Context: an optimization exercise on an open-source flow, tuned for small area, a short achievable clock period and few clock cycles. The choices shown serve that exercise and are no tape-out recipe.
In this exercise RTL edits were held to simulation tests only and were not proved equivalent to the original.
Power figures rest on the tool's default switching activity, not on a simulated workload.

## constraint.sdc

```tcl
create_clock -name core_clock -period 12.0 [get_ports {clk}]
set_input_delay 2.4000 -clock core_clock [delete_from_list [all_inputs] [get_ports {clk}]]
set_output_delay 2.4000 -clock core_clock [all_outputs]
set_load 0.01 [all_outputs]
```

## config.mk

```make
export PLATFORM = sky130hd
export DESIGN_NAME = ap4s_core
export DESIGN_NICKNAME = ap4s_core
export VERILOG_FILES = /design/flow/design.v
export SDC_FILE = /design/flow/constraint.sdc
export NUM_CORES = 4
export LEC_CHECK = 0
export CAP_MARGIN = 20
export CORE_MARGIN = 2
export CORE_UTILIZATION = 40
export PLACE_DENSITY = 0.6
export SLEW_MARGIN = 20
```

## design.v

```verilog
module ap4s_core (
    input  wire        clk,
    input  wire        rst,
    input  wire        req,
    input  wire        we,
    input  wire [7:0]  addr,
    input  wire [15:0] wdata,
    output reg         ack,
    output reg  [15:0] rdata
);
    localparam [3:0] E_NONE     = 4'd0;
    localparam [3:0] E_SHORT    = 4'd1;
    localparam [3:0] E_BADFCC   = 4'd2;
    localparam [3:0] E_BADDPID  = 4'd3;
    localparam [3:0] E_UNKTYPE  = 4'd4;
    localparam [3:0] E_LENGTH   = 4'd5;
    localparam [3:0] E_ALPHA    = 4'd6;
    localparam [3:0] E_ILLEGAL  = 4'd8;
    localparam [3:0] E_BUFRANGE = 4'd9;
    function is_digit(input [7:0] c);
        is_digit = (c[7:4] == 4'h3) && (c[3:0] <= 4'd9);
    endfunction
    function in_alpha(input [7:0] c);
        in_alpha = ((c >= 8'h30) && (c <= 8'h39)) ||
                   ((c >= 8'h41) && (c <= 8'h5A)) ||
                   ((c >= 8'h61) && (c <= 8'h7A)) ||
                   (c == 8'h20) || (c == 8'h23);
    endfunction
    function [5:0] char_index(input [7:0] c);
        reg [7:0] d;
        begin
            if ((c >= 8'h30) && (c <= 8'h39))      d = c - 8'h30;
            else if ((c >= 8'h41) && (c <= 8'h5A)) d = c - 8'h37;
            else if ((c >= 8'h61) && (c <= 8'h7A)) d = c - 8'h3D;
            else if (c == 8'h20)                   d = 8'd62;
            else                                   d = 8'd63;
            char_index = d[5:0];
        end
    endfunction
    function [3:0] n_table(input [3:0] v);
        case (v)
            4'd0: n_table = 4'h0;
            4'd1: n_table = 4'h1;
            4'd2: n_table = 4'h2;
            4'd3: n_table = 4'h4;
            4'd4: n_table = 4'h5;
            4'd5: n_table = 4'h6;
            4'd6: n_table = 4'h8;
            4'd7: n_table = 4'h9;
            4'd8: n_table = 4'hA;
            default: n_table = 4'hC;
        endcase
    endfunction
    function [5:0] c_table(input [5:0] i);
        case (i)
            6'd0:  c_table = 6'd42; 6'd1:  c_table = 6'd48; 6'd2:  c_table = 6'd49;
            6'd3:  c_table = 6'd50; 6'd4:  c_table = 6'd52; 6'd5:  c_table = 6'd53;
            6'd6:  c_table = 6'd54; 6'd7:  c_table = 6'd56; 6'd8:  c_table = 6'd57;
            6'd9:  c_table = 6'd58; 6'd10: c_table = 6'd0;  6'd11: c_table = 6'd1;
            6'd12: c_table = 6'd2;  6'd13: c_table = 6'd4;  6'd14: c_table = 6'd5;
            6'd15: c_table = 6'd6;  6'd16: c_table = 6'd8;  6'd17: c_table = 6'd9;
            6'd18: c_table = 6'd10; 6'd19: c_table = 6'd16; 6'd20: c_table = 6'd17;
            6'd21: c_table = 6'd18; 6'd22: c_table = 6'd20; 6'd23: c_table = 6'd21;
            6'd24: c_table = 6'd22; 6'd25: c_table = 6'd24; 6'd26: c_table = 6'd25;
            6'd27: c_table = 6'd26; 6'd28: c_table = 6'd32; 6'd29: c_table = 6'd33;
            6'd30: c_table = 6'd34; 6'd31: c_table = 6'd36; 6'd32: c_table = 6'd37;
            6'd33: c_table = 6'd38; 6'd34: c_table = 6'd40; 6'd35: c_table = 6'd41;
            6'd36: c_table = 6'd11; 6'd37: c_table = 6'd12; 6'd38: c_table = 6'd13;
            6'd39: c_table = 6'd14; 6'd40: c_table = 6'd15; 6'd41: c_table = 6'd19;
            6'd42: c_table = 6'd23; 6'd43: c_table = 6'd27; 6'd44: c_table = 6'd28;
            6'd45: c_table = 6'd29; 6'd46: c_table = 6'd30; 6'd47: c_table = 6'd31;
            6'd48: c_table = 6'd35; 6'd49: c_table = 6'd39; 6'd50: c_table = 6'd43;
            6'd51: c_table = 6'd44; 6'd52: c_table = 6'd45; 6'd53: c_table = 6'd46;
            6'd54: c_table = 6'd47; 6'd55: c_table = 6'd51; 6'd56: c_table = 6'd55;
            6'd57: c_table = 6'd59; 6'd58: c_table = 6'd60; 6'd59: c_table = 6'd61;
            6'd60: c_table = 6'd62; 6'd61: c_table = 6'd63; 6'd62: c_table = 6'd3;
            default: c_table = 6'd7;
        endcase
    endfunction
    function [5:0] gf_mul(input [5:0] a, input [5:0] b);
        reg [5:0] x, r;
        integer i;
        begin
            r = 6'd0;
            x = a;
            for (i = 0; i < 6; i = i + 1) begin
                if (b[i]) r = r ^ x;
                x = x[5] ? ({x[4:0], 1'b0} ^ 6'h03) : {x[4:0], 1'b0};
            end
            gf_mul = r;
        end
    endfunction
    function [5:0] log_tab(input [5:0] i);
        case (i)
            6'd0: log_tab = 6'd0; 6'd1: log_tab = 6'd0; 6'd2: log_tab = 6'd1; 6'd3: log_tab = 6'd6;
            6'd4: log_tab = 6'd2; 6'd5: log_tab = 6'd12; 6'd6: log_tab = 6'd7; 6'd7: log_tab = 6'd26;
            6'd8: log_tab = 6'd3; 6'd9: log_tab = 6'd32; 6'd10: log_tab = 6'd13; 6'd11: log_tab = 6'd35;
            6'd12: log_tab = 6'd8; 6'd13: log_tab = 6'd48; 6'd14: log_tab = 6'd27; 6'd15: log_tab = 6'd18;
            6'd16: log_tab = 6'd4; 6'd17: log_tab = 6'd24; 6'd18: log_tab = 6'd33; 6'd19: log_tab = 6'd16;
            6'd20: log_tab = 6'd14; 6'd21: log_tab = 6'd52; 6'd22: log_tab = 6'd36; 6'd23: log_tab = 6'd54;
            6'd24: log_tab = 6'd9; 6'd25: log_tab = 6'd45; 6'd26: log_tab = 6'd49; 6'd27: log_tab = 6'd38;
            6'd28: log_tab = 6'd28; 6'd29: log_tab = 6'd41; 6'd30: log_tab = 6'd19; 6'd31: log_tab = 6'd56;
            6'd32: log_tab = 6'd5; 6'd33: log_tab = 6'd62; 6'd34: log_tab = 6'd25; 6'd35: log_tab = 6'd11;
            6'd36: log_tab = 6'd34; 6'd37: log_tab = 6'd31; 6'd38: log_tab = 6'd17; 6'd39: log_tab = 6'd47;
            6'd40: log_tab = 6'd15; 6'd41: log_tab = 6'd23; 6'd42: log_tab = 6'd53; 6'd43: log_tab = 6'd51;
            6'd44: log_tab = 6'd37; 6'd45: log_tab = 6'd44; 6'd46: log_tab = 6'd55; 6'd47: log_tab = 6'd40;
            6'd48: log_tab = 6'd10; 6'd49: log_tab = 6'd61; 6'd50: log_tab = 6'd46; 6'd51: log_tab = 6'd30;
            6'd52: log_tab = 6'd50; 6'd53: log_tab = 6'd22; 6'd54: log_tab = 6'd39; 6'd55: log_tab = 6'd43;
            6'd56: log_tab = 6'd29; 6'd57: log_tab = 6'd60; 6'd58: log_tab = 6'd42; 6'd59: log_tab = 6'd21;
            6'd60: log_tab = 6'd20; 6'd61: log_tab = 6'd59; 6'd62: log_tab = 6'd57; 6'd63: log_tab = 6'd58;
            default: log_tab = 6'd0;
        endcase
    endfunction
    function [5:0] alog_tab(input [5:0] i);
        case (i)
            6'd0: alog_tab = 6'd1; 6'd1: alog_tab = 6'd2; 6'd2: alog_tab = 6'd4; 6'd3: alog_tab = 6'd8;
            6'd4: alog_tab = 6'd16; 6'd5: alog_tab = 6'd32; 6'd6: alog_tab = 6'd3; 6'd7: alog_tab = 6'd6;
            6'd8: alog_tab = 6'd12; 6'd9: alog_tab = 6'd24; 6'd10: alog_tab = 6'd48; 6'd11: alog_tab = 6'd35;
            6'd12: alog_tab = 6'd5; 6'd13: alog_tab = 6'd10; 6'd14: alog_tab = 6'd20; 6'd15: alog_tab = 6'd40;
            6'd16: alog_tab = 6'd19; 6'd17: alog_tab = 6'd38; 6'd18: alog_tab = 6'd15; 6'd19: alog_tab = 6'd30;
            6'd20: alog_tab = 6'd60; 6'd21: alog_tab = 6'd59; 6'd22: alog_tab = 6'd53; 6'd23: alog_tab = 6'd41;
            6'd24: alog_tab = 6'd17; 6'd25: alog_tab = 6'd34; 6'd26: alog_tab = 6'd7; 6'd27: alog_tab = 6'd14;
            6'd28: alog_tab = 6'd28; 6'd29: alog_tab = 6'd56; 6'd30: alog_tab = 6'd51; 6'd31: alog_tab = 6'd37;
            6'd32: alog_tab = 6'd9; 6'd33: alog_tab = 6'd18; 6'd34: alog_tab = 6'd36; 6'd35: alog_tab = 6'd11;
            6'd36: alog_tab = 6'd22; 6'd37: alog_tab = 6'd44; 6'd38: alog_tab = 6'd27; 6'd39: alog_tab = 6'd54;
            6'd40: alog_tab = 6'd47; 6'd41: alog_tab = 6'd29; 6'd42: alog_tab = 6'd58; 6'd43: alog_tab = 6'd55;
            6'd44: alog_tab = 6'd45; 6'd45: alog_tab = 6'd25; 6'd46: alog_tab = 6'd50; 6'd47: alog_tab = 6'd39;
            6'd48: alog_tab = 6'd13; 6'd49: alog_tab = 6'd26; 6'd50: alog_tab = 6'd52; 6'd51: alog_tab = 6'd43;
            6'd52: alog_tab = 6'd21; 6'd53: alog_tab = 6'd42; 6'd54: alog_tab = 6'd23; 6'd55: alog_tab = 6'd46;
            6'd56: alog_tab = 6'd31; 6'd57: alog_tab = 6'd62; 6'd58: alog_tab = 6'd63; 6'd59: alog_tab = 6'd61;
            6'd60: alog_tab = 6'd57; 6'd61: alog_tab = 6'd49; 6'd62: alog_tab = 6'd33; 6'd63: alog_tab = 6'd1;
            default: alog_tab = 6'd0;
        endcase
    endfunction
    reg [11:0]  res;
    reg [3:0]   stat_err;
    reg [1:0]   stat_btype;       
    reg         stat_ready;
    reg [6:0]   ilen;
    reg [5:0]   acc0, acc1, acc2, acc3;
    reg [7:0]   ibuf [0:63];
    reg [1:0]   od [2:64];
    reg         busy;             
    reg [4:0]   sj;               
    reg [7:0]   rp;               
    reg [7:0]   ma;               
    reg         pf_v;
    reg [7:0]   pf;
    wire stat_valid = (stat_btype != 2'd0);
    reg  [6:0] olen;
    reg  [6:0] body_end;          
    reg  [4:0] nsym_m1;
    always @(*) begin
        case (stat_btype)
            2'd1:    begin olen = 7'd37; body_end = 7'd23; nsym_m1 = 5'd6;  end
            2'd2:    begin olen = 7'd52; body_end = 7'd38; nsym_m1 = 5'd11; end
            2'd3:    begin olen = 7'd67; body_end = 7'd53; nsym_m1 = 5'd16; end
            default: begin olen = 7'd0;  body_end = 7'd53; nsym_m1 = 5'd16; end
        endcase
    end
    wire [1:0] dig [0:66];
    genvar g;
    generate
        for (g = 0; g < 67; g = g + 1) begin : g_dig
            if (g == 0 || g == 65)       assign dig[g] = 2'd1;
            else if (g == 1 || g == 52 || g == 66) assign dig[g] = 2'd3;
            else                         assign dig[g] = od[g];
        end
    endgenerate
    wire a_cmd  = (addr == 8'h00);
    wire a_ibuf = (addr[7:6] == 2'b01);
    wire a_obuf = (addr[7:6] == 2'b10) || ((addr[7:6] == 2'b11) && (addr[5:0] <= 6'h02));
    wire a_buf  = a_ibuf || a_obuf;
    wire hit    = pf_v && (addr == rp);
    always @(*) begin
        if (we) ack = req && !(a_cmd && busy);
        else    ack = req && (!a_buf || hit);
    end
    always @(*) begin
        rdata = 16'd0;
        if (a_buf)              rdata = {8'd0, pf};
        else if (addr == 8'h01) rdata = {4'd0, res};
        else if (addr == 8'h02) rdata = {8'd0, stat_ready, stat_valid, stat_btype, stat_err};
        else if (addr == 8'h03) rdata = {9'd0, ilen};
        else if (addr == 8'h04) rdata = {9'd0, olen};
    end
    wire do_wr   = req && we && !rst && !(a_cmd && busy);
    wire do_cmd  = do_wr && a_cmd;
    wire do_ibuf = do_wr && a_ibuf;
    wire rd_hit  = req && !we && a_buf && hit;
    wire rd_miss = req && !we && a_buf && !hit && !(pf_v == 1'b0 && addr == rp);
    wire [15:0] cmd  = wdata;
    wire [3:0]  c_op = cmd[15:12];
    wire [5:0]  c_a6 = cmd[11:6];
    wire [5:0]  c_b6 = cmd[5:0];
    wire [7:0]  c_ch = cmd[7:0];
    wire [1:0]  c_k  = cmd[1:0];
    reg cmd_legal;
    always @(*) begin
        case (c_op)
            4'h0, 4'h1, 4'h5, 4'hE: cmd_legal = (cmd[11:0] == 12'd0);
            4'h2, 4'h3, 4'h6, 4'hB: cmd_legal = (cmd[11:6] == 6'd0);
            4'h4:                   cmd_legal = 1'b1;
            4'h7, 4'hD:             cmd_legal = (cmd[11:2] == 10'd0);
            4'h8, 4'h9, 4'hA:       cmd_legal = (cmd[11:8] == 4'd0);
            4'hC:                   cmd_legal = ((cmd & 16'h0CCC) == 16'd0);
            default:                cmd_legal = 1'b0;
        endcase
    end
    wire [5:0] sym;
    wire [5:0] lfsr_in = busy ? sym : c_b6;
    wire [5:0] lm    = acc3 ^ lfsr_in;
    wire [5:0] nacc3 = acc2 ^ gf_mul(lm, 6'd30);
    wire [5:0] nacc2 = acc1 ^ gf_mul(lm, 6'd29);
    wire [5:0] nacc1 = acc0 ^ gf_mul(lm, 6'd17);
    wire [5:0] nacc0 = gf_mul(lm, 6'd48);
    wire [5:0] syms [0:16];
    generate
        for (g = 0; g < 17; g = g + 1) begin : g_sym
            assign syms[g] = {dig[2 + 3*g], dig[3 + 3*g], dig[4 + 3*g]};
        end
    endgenerate
    assign sym = syms[sj];
    wire [7:0] s [0:24];
    wire [24:0] sdig;
    wire [9:0]  salpha;
    generate
        for (g = 0; g < 25; g = g + 1) begin : g_s
            assign s[g] = ibuf[g];
            assign sdig[g] = is_digit(ibuf[g]);
            if (g >= 10 && g < 20) begin : g_a
                assign salpha[g - 10] = in_alpha(ibuf[g]);
            end
        end
    endgenerate
    wire [6:0] cust_len = ilen - 7'd10;
    wire fcc11 = (s[0] == 8'h31) && (s[1] == 8'h31);
    wire fcc59 = (s[0] == 8'h35) && (s[1] == 8'h39);
    wire fcc62 = (s[0] == 8'h36) && (s[1] == 8'h32);
    reg  [6:0] max_digits, max_chars;
    reg  [1:0] row_sel;
    always @(*) begin
        if (fcc11) begin
            row_sel = 2'd1; max_digits = 7'd0;  max_chars = 7'd0;
        end else if (fcc59) begin
            row_sel = 2'd2; max_digits = 7'd8;  max_chars = 7'd5;
        end else begin
            row_sel = 2'd3; max_digits = 7'd15; max_chars = 7'd10;
        end
    end
    reg        ci_digits, ci_alpha;
    integer k;
    always @(*) begin
        ci_digits = 1'b1;
        ci_alpha  = 1'b1;
        for (k = 0; k < 15; k = k + 1)
            if (k < cust_len) ci_digits = ci_digits & sdig[10 + k];
        for (k = 0; k < 10; k = k + 1)
            if (k < cust_len) ci_alpha = ci_alpha & salpha[k];
    end
    wire long_cust  = (cust_len > 7'd15);
    wire is_numeric = (cust_len != 7'd0) && ci_digits && !long_cust;
    reg [3:0] enc_err;
    always @(*) begin
        if (ilen > 7'd64)                                  enc_err = E_BUFRANGE;
        else if (ilen < 7'd10)                             enc_err = E_SHORT;
        else if (!(sdig[0] && sdig[1]))                    enc_err = E_BADFCC;
        else if (sdig[9:2] != 8'hFF)                       enc_err = E_BADDPID;
        else if (!(fcc11 || fcc59 || fcc62))               enc_err = E_UNKTYPE;
        else if (long_cust)                                enc_err = E_LENGTH;
        else if (is_numeric && cust_len > max_digits)      enc_err = E_LENGTH;
        else if (!is_numeric && cust_len > max_chars)      enc_err = E_LENGTH;
        else if (!is_numeric && !ci_alpha)                 enc_err = E_ALPHA;
        else                                               enc_err = E_NONE;
    end
    wire [1:0] body [0:49];
    generate
        for (g = 0; g < 50; g = g + 1) begin : g_body
            if (g < 20) begin : g_dpid
                wire [3:0] nn = n_table(s[g / 2][3:0]);
                assign body[g] = (g % 2 == 0) ? nn[3:2] : nn[1:0];
            end else begin : g_cust
                localparam integer J  = g - 20;
                localparam integer NC = J / 2;       
                localparam integer AC = J / 3;       
                wire [3:0] nn = n_table(s[10 + NC][3:0]);
                wire [1:0] nd = (J % 2 == 0) ? nn[3:2] : nn[1:0];
                wire [1:0] ad;
                if (AC < 10) begin : g_al
                    wire [5:0] cc = c_table(char_index(s[10 + AC]));
                    assign ad = (J % 3 == 0) ? cc[5:4] : (J % 3 == 1) ? cc[3:2] : cc[1:0];
                end else begin : g_nal
                    assign ad = 2'd3;
                end
                assign body[g] = is_numeric ? ((NC < cust_len) ? nd : 2'd3)
                                            : ((AC < cust_len) ? ad : 2'd3);
            end
        end
    endgenerate
    wire enc_go   = do_cmd && cmd_legal && (c_op == 4'hE);
    wire lfsr_end = busy && (sj == nsym_m1);
    always @(posedge clk) begin
        if (do_ibuf) ibuf[addr[5:0]] <= wdata[7:0];
    end
    integer q;
    always @(posedge clk) begin
        if (enc_go) begin
            for (q = 0; q < 50; q = q + 1) od[2 + q] <= body[q];
        end
        if (lfsr_end) begin
            case (stat_btype)
            2'd1: begin
                od[23] <= nacc3[5:4]; od[24] <= nacc3[3:2]; od[25] <= nacc3[1:0];
                od[26] <= nacc2[5:4]; od[27] <= nacc2[3:2]; od[28] <= nacc2[1:0];
                od[29] <= nacc1[5:4]; od[30] <= nacc1[3:2]; od[31] <= nacc1[1:0];
                od[32] <= nacc0[5:4]; od[33] <= nacc0[3:2]; od[34] <= nacc0[1:0];
                od[35] <= 2'd1;       od[36] <= 2'd3;
            end
            2'd2: begin
                od[38] <= nacc3[5:4]; od[39] <= nacc3[3:2]; od[40] <= nacc3[1:0];
                od[41] <= nacc2[5:4]; od[42] <= nacc2[3:2]; od[43] <= nacc2[1:0];
                od[44] <= nacc1[5:4]; od[45] <= nacc1[3:2]; od[46] <= nacc1[1:0];
                od[47] <= nacc0[5:4]; od[48] <= nacc0[3:2]; od[49] <= nacc0[1:0];
                od[50] <= 2'd1;       od[51] <= 2'd3;
            end
            default: begin
                od[53] <= nacc3[5:4]; od[54] <= nacc3[3:2]; od[55] <= nacc3[1:0];
                od[56] <= nacc2[5:4]; od[57] <= nacc2[3:2]; od[58] <= nacc2[1:0];
                od[59] <= nacc1[5:4]; od[60] <= nacc1[3:2]; od[61] <= nacc1[1:0];
                od[62] <= nacc0[5:4]; od[63] <= nacc0[3:2]; od[64] <= nacc0[1:0];
            end
            endcase
        end
    end
    wire [7:0] pf_mux = ma[7] ? {6'd0, (ma[6:0] <= 7'd66) ? dig[ma[6:0]] : 2'd0} : ibuf[ma[5:0]];
    wire       ma_unsafe = busy && ma[7] && (ma[6:0] >= body_end);
    wire       pf_inval  = do_ibuf || enc_go;
    always @(posedge clk) begin
        if (rst) begin
            rp   <= 8'h80;
            ma   <= 8'h80;
            pf_v <= 1'b0;
        end else if (enc_go) begin
            rp   <= 8'h80;
            ma   <= 8'h80;
            pf_v <= 1'b0;
        end else if (rd_miss) begin
            rp   <= addr;
            ma   <= addr;
            pf_v <= 1'b0;
        end else if (rd_hit) begin
            rp <= ma;
            if (ma_unsafe) begin
                pf_v <= 1'b0;
            end else begin
                pf   <= pf_mux;
                ma   <= ma + 8'd1;
            end
        end else if (!pf_v) begin
            if (!ma_unsafe && !pf_inval) begin
                pf   <= pf_mux;
                pf_v <= 1'b1;
                ma   <= ma + 8'd1;
            end
        end else if (pf_inval) begin
            pf_v <= 1'b0;
            ma   <= rp;
        end
    end
    always @(posedge clk) begin
        if (rst) begin
            res        <= 12'd0;
            stat_err   <= 4'd0;
            stat_btype <= 2'd0;
            stat_ready <= 1'b0;
            ilen       <= 7'd0;
            acc0 <= 6'd0; acc1 <= 6'd0; acc2 <= 6'd0; acc3 <= 6'd0;
            busy       <= 1'b0;
            sj         <= 5'd0;
        end else begin
            if (busy) begin
                acc0 <= nacc0; acc1 <= nacc1; acc2 <= nacc2; acc3 <= nacc3;
                sj <= sj + 5'd1;
                if (lfsr_end) busy <= 1'b0;
            end
            if (do_wr && addr == 8'h03) ilen <= wdata[6:0];
            if (do_cmd) begin
                if (!cmd_legal) begin
                    stat_err <= E_ILLEGAL;
                end else begin
                    stat_err <= E_NONE;
                    case (c_op)
                    4'h1: stat_ready <= 1'b1;
                    4'h2: begin stat_ready <= 1'b1; res <= {6'd0, log_tab(c_b6)}; end
                    4'h3: begin stat_ready <= 1'b1; res <= {6'd0, alog_tab(c_b6)}; end
                    4'h4: begin stat_ready <= 1'b1; res <= {6'd0, gf_mul(c_a6, c_b6)}; end
                    4'h5: begin
                        acc0 <= 6'd0; acc1 <= 6'd0; acc2 <= 6'd0; acc3 <= 6'd0;
                    end
                    4'h6: begin
                        stat_ready <= 1'b1;
                        acc0 <= nacc0; acc1 <= nacc1; acc2 <= nacc2; acc3 <= nacc3;
                    end
                    4'h7: begin
                        case (c_k)
                            2'd0: res <= {6'd0, acc3};
                            2'd1: res <= {6'd0, acc2};
                            2'd2: res <= {6'd0, acc1};
                            default: res <= {6'd0, acc0};
                        endcase
                    end
                    4'h8: begin
                        if (in_alpha(c_ch)) res <= {6'd0, char_index(c_ch)};
                        else stat_err <= E_ALPHA;
                    end
                    4'h9: begin
                        if (is_digit(c_ch)) res <= {8'd0, n_table(c_ch[3:0])};
                        else stat_err <= E_ALPHA;
                    end
                    4'hA: begin
                        if (in_alpha(c_ch)) res <= {6'd0, c_table(char_index(c_ch))};
                        else stat_err <= E_ALPHA;
                    end
                    4'hB: res <= {6'd0, c_b6};
                    4'hC: res <= {6'd0, cmd[9:8], cmd[5:4], cmd[1:0]};
                    4'hD: begin
                        case (c_k)
                            2'd0: res <= 12'h800;
                            2'd1: res <= 12'h401;
                            2'd2: res <= 12'h442;
                            default: res <= 12'h233;
                        endcase
                    end
                    4'hE: begin
                        stat_ready <= 1'b1;
                        stat_err   <= enc_err;
                        if (enc_err == E_NONE) begin
                            stat_btype <= row_sel;
                            acc0 <= 6'd0; acc1 <= 6'd0; acc2 <= 6'd0; acc3 <= 6'd0;
                            busy <= 1'b1;
                            sj   <= 5'd0;
                        end else begin
                            stat_btype <= 2'd0;
                        end
                    end
                    default: ;
                    endcase
                end
            end
        end
    end
endmodule
```

## run.sh

```bash
#!/bin/bash
# synth_recipe.tcl (not shown) runs the flow's synth.tcl, then flattens the netlist and writes it again
# the make line also repeats each setting of config.mk as NAME=value (left out here)
make -C /OpenROAD-flow-scripts/flow DESIGN_CONFIG=/design/flow/config.mk WORK_HOME=/design/flow/orfs CLKGATE_MAP_FILE= SYNTH_SCRIPT=/design/flow/synth_recipe.tcl finish
```

==> results.rst <==
.. list-table::
   :header-rows: 1

   * - Metric
     - Value
   * - TritonCTS clock tree
     - yes
   * - Hpwl dp
     - 134 mm
   * - Final instance count without filler cells
     - 6862
   * - Num CTS Buffers
     - 79
   * - RSZ-0062 raised after global routing
     - false
   * - Via density per instance
     - 6.44
   * - Initial standard-cell utilization of the core
     - 0.402
   * - Number of DRC markers after the initial detailed-route iteration
     - 6397
   * - Number of top-level design ports
     - 45
   * - Number of register bits inferred by synthesis
     - 721
   * - Sink Count
     - 721
   * - Cell accounting for the most synthesized area
     - sky130_fd_sc_hd__edfxtp_1
   * - Worst setup path startpoint
     - addr[5]
   * - Max frequency
     - 130 MHz
   * - 1st-pass router iterations
     - 9
   * - CP arrival
     - 5280 ps
   * - Antenna violations before repair
     - 10
   * - Period minus WS final
     - 7680 ps
   * - Total DRC errors in the routed layout
     - 0
   * - Die W
     - 364 um
   * - Share of synthesized registers carrying an async set or reset
     - 0
   * - Netlist cell types
     - 117
   * - Vertical die dimension
     - 364 um
   * - Ratio of final minimum period to clock period
     - 0.640
   * - H-Tree Level Count
     - 3
   * - Top-area cell type share of the netlist area
     - 0.341
   * - Number of instances in the synthesized netlist
     - 5203
   * - Count of instances resized after the clock tree is built
     - 0
   * - Kind of critical path
     - in2out
   * - Status
     - no timing/DRC/antenna violations
   * - First-pass GRT wire length
     - 275 mm
   * - Number of warnings reported in the yosys synthesis log
     - 2
   * - Fraction of the yosys area taken by sequential cells
     - 0.392
   * - Area contributors post-synth
     - sky130_fd_sc_hd__edfxtp_1 34%, sky130_fd_sc_hd__ha_1 7.8%, sky130_fd_sc_hd__mux4_2 7.5%
   * - Final weighted congestion in routability-driven placement
     - 1.03
   * - Area added between synthesis and finish
     - 8.91%
   * - Most used flip-flop cell after synthesis
     - sky130_fd_sc_hd__edfxtp_1
   * - Number of setup buffers added after CTS
     - 0
   * - Total length of routed wires
     - 187 mm
   * - Transition time of the tightest slew-check pin
     - 1290 ps
   * - Clock tree buffer depth
     - 3
   * - Mean cell area of the mapped netlist
     - 9.96 um^2
   * - Average wire length per cell after detail routing
     - 27.3 um
   * - Startpoint of the lowest-slack hold path
     - res[10]
   * - Filler Cells Inserted
     - 12100
   * - R2R Path Start
     - ilen[1]
   * - Clock edge transition at the registers on the reported setup and hold paths
     - 50 ps
   * - Worst min path class
     - reg2reg
   * - Net total in the final layout
     - 5404
   * - Number of antenna-violating nets in the routed design
     - 0
   * - Data required time at the worst endpoint
     - 9600 ps
   * - Max rail drop VDD
     - 96.2 uV
   * - Total leakage power
     - 19.4 nW
   * - Launching element type of the critical path
     - input port
   * - Design Power
     - 6.05 mW
   * - Clock latency on the worst-skew pair
     - 690 ps
   * - Vias after detailed routing
     - 44200
   * - Worst slew margin relative to its limit
     - 0.138
   * - Buffer cell driving the clock tree root
     - sky130_fd_sc_hd__clkbuf_16
   * - Area of the mapped netlist
     - 0.0518 mm^2
   * - Crit path max fanout
     - 11
   * - Final hold vios
     - 0
   * - Power per standard cell area
     - 107 mW/mm^2
   * - Type of element capturing the critical path
     - output port
   * - Post-placement cell count
     - 6713
   * - Number of synthesized flops with an enable pin
     - 588
   * - # rows
     - 132
   * - Share of layout cells above drive strength 1
     - 0.105
   * - Area of the die
     - 0.132 mm^2
   * - Total Negative Setup Slacks
     - 0 ps
   * - Total of buffers placed on input and output ports
     - 39
   * - Post-Route Skew
     - 43.0 ps
   * - Core Box Area
     - 0.129 mm^2
   * - Pin count of the biggest net entering global routing
     - 69
   * - GRT Resource Usage Total
     - 0.275
   * - Vias in the first global route
     - 40700
   * - Total of endpoints with negative setup slack in the final report
     - 0
   * - Max-cap viol count
     - 0
   * - Remaining global-route overflow
     - 0
   * - CTS Hold Buffers Added
     - 0
   * - Number of pins with negative max-slew slack in the final report
     - 0
## critical path, stage by stage
cell and delay (ps):
sky130_fd_sc_hd__clkdlybuf4s50_1 590, sky130_fd_sc_hd__nor3_1 240, sky130_fd_sc_hd__buf_4 180, sky130_fd_sc_hd__nand3_1 140, sky130_fd_sc_hd__nor3_1 690, sky130_fd_sc_hd__a22oi_1 210, sky130_fd_sc_hd__a31oi_1 250, sky130_fd_sc_hd__clkdlybuf4s50_1 570
## synthesized netlist by cell type (all sizes together), types with 20 or more instances
cell	instances
o211ai	85
nand3	146
nor2	438
a311oi	26
clkbuf	253
a211oi	100
a21oi	309
a221oi	56
nor2b	53
o22ai	40
inv	217
mux2i	98
or2	23
o21ai	336
ha	323
a21o	22
xnor2	109
nand3b	33
dfxtp	133
or3	27
nand4	50
mux2	24
and3	35
o221ai	29
xor2	25
nand2b	60
buf	118
nand2	437
o31ai	25
a22o	20
nor4	46
a2111oi	20
edfxtp	588
a222oi	23
mux4	173
o2111ai	31
nor3	91
a31oi	79
and2	37
a22oi	113
## power by group
part / total (mW) / internal, mW / switching [mW]
clock network: 2.58 / 1.50 / 1.08
logic: 0.723 / 0.265 / 0.457
registers: 2.75 / 2.71 / 0.0337
## per-stage QoR
stage | hold slack (ps) | utilization | worst slack, ps | area (um^2)
2_1_floorplan | 432 | - | 5210 | 51800
3_3_place_gp | 464 | 0.416 | 4290 | 53700
3_5_place_dp | 466 | 0.416 | 4170 | 53700
4_1_cts | 479 | 0.437 | 4360 | 56400
5_1_grt | 515 | 0.438 | 4130 | 56400
6_report | 478 | 0.438 | 4320 | 56400
## sequential cells by signal (all words and copies together), names as in the netlist, 7 cells and up, named ones only
signal	count
ma	8
ibuf	512
od	104
res	10
g_body.g_dpid.nn	20
ilen	7
pf	8
rp	8
## layout by cell type, fill, tap and decap left out, types with 130 or more instances in the layout
| cell type | instances |
|---|---|
| sky130_fd_sc_hd__ha_1 | 323 |
| sky130_fd_sc_hd__dfxtp_1 | 130 |
| sky130_fd_sc_hd__nand2_1 | 437 |
| sky130_fd_sc_hd__nor2_1 | 431 |
| sky130_fd_sc_hd__nand3_1 | 145 |
| sky130_fd_sc_hd__inv_1 | 214 |
| sky130_fd_sc_hd__a21oi_1 | 306 |
| sky130_fd_sc_hd__mux4_2 | 173 |
| sky130_fd_sc_hd__o21ai_0 | 304 |
| sky130_fd_sc_hd__edfxtp_1 | 588 |
## routing by layer
metal  track usage  wire [um]  vias to the layer above
met3        0.0504      15700                      419
met1         0.378      78800                    21900
met4         0.125       9700                       10
met2         0.421      83200                     2125
li1              -          -                    19700
met5             0         59                        -
## worst paths after layout
path	endpoint	slack, ps	cells past startpoint
setup / recovery	rdata[4]	4320	8
hold / removal	res[10]	480	2
setup reg to reg	acc0[4]	6020	14
hold reg to reg	res[10]	480	2
## area by class of cell
cell class              instances  area (um^2)  share of cell area
repair buffers                136         1090              0.0194
inverters                     223          840              0.0149
well taps                    1742         2180              0.0386
clock buffers                 101         2110              0.0374
clock inverters                45          629              0.0112
diodes                          2         5.00           0.0000887
multi-input cells            3892        29300               0.518
flip-flops and latches        721        20300               0.360
## cell families (layout without fill, tap and decap cells)
kind of cell               Yosys count  count (layout)  synth area share
muxes                              295             295            0.0996
xor gates and xnor gates           134             134            0.0266
DFF                                721             721             0.392
and+or+nand+nor                   1569            1569             0.148
adders and majority gates          323             323            0.0780
AOI/OAI and AO/OA                 1566            1566             0.210
other                                1               7         0.0000724
buffers and inverters              594             505            0.0453
Testbench counts, summed over its fixed seeds: cycles 16,184.

==> re-timing with driven ports <==
The flow's constraints put no driver on any port. The routed layout listed below was extracted and timed again, unchanged, in two steps.
Step 1: set_driving_cell puts a clkbuf_16 on clk and a buf_2 on each other input, an assumption about the parent block.
Step 2, shift: input delay + t, output delay - t, t = (earliest + latest rising clock arrival at the registers) / 2. This alone moves slack from input paths to output paths.
Three values: ideal ports, drivers, drivers and shift; two values: the first two.
t (ns): 0.732
slack for setup (ns): 4.318 / 4.298 / 4.204
worst hold slack (ns): 0.478 / 0.478 / 0.478
latest minus earliest clock arrival (ns): 0.051 / 0.050
After both steps this run still meets setup and hold. The setup slack of this run moves by -0.020 ns with the drivers and by -0.114 ns with both steps.
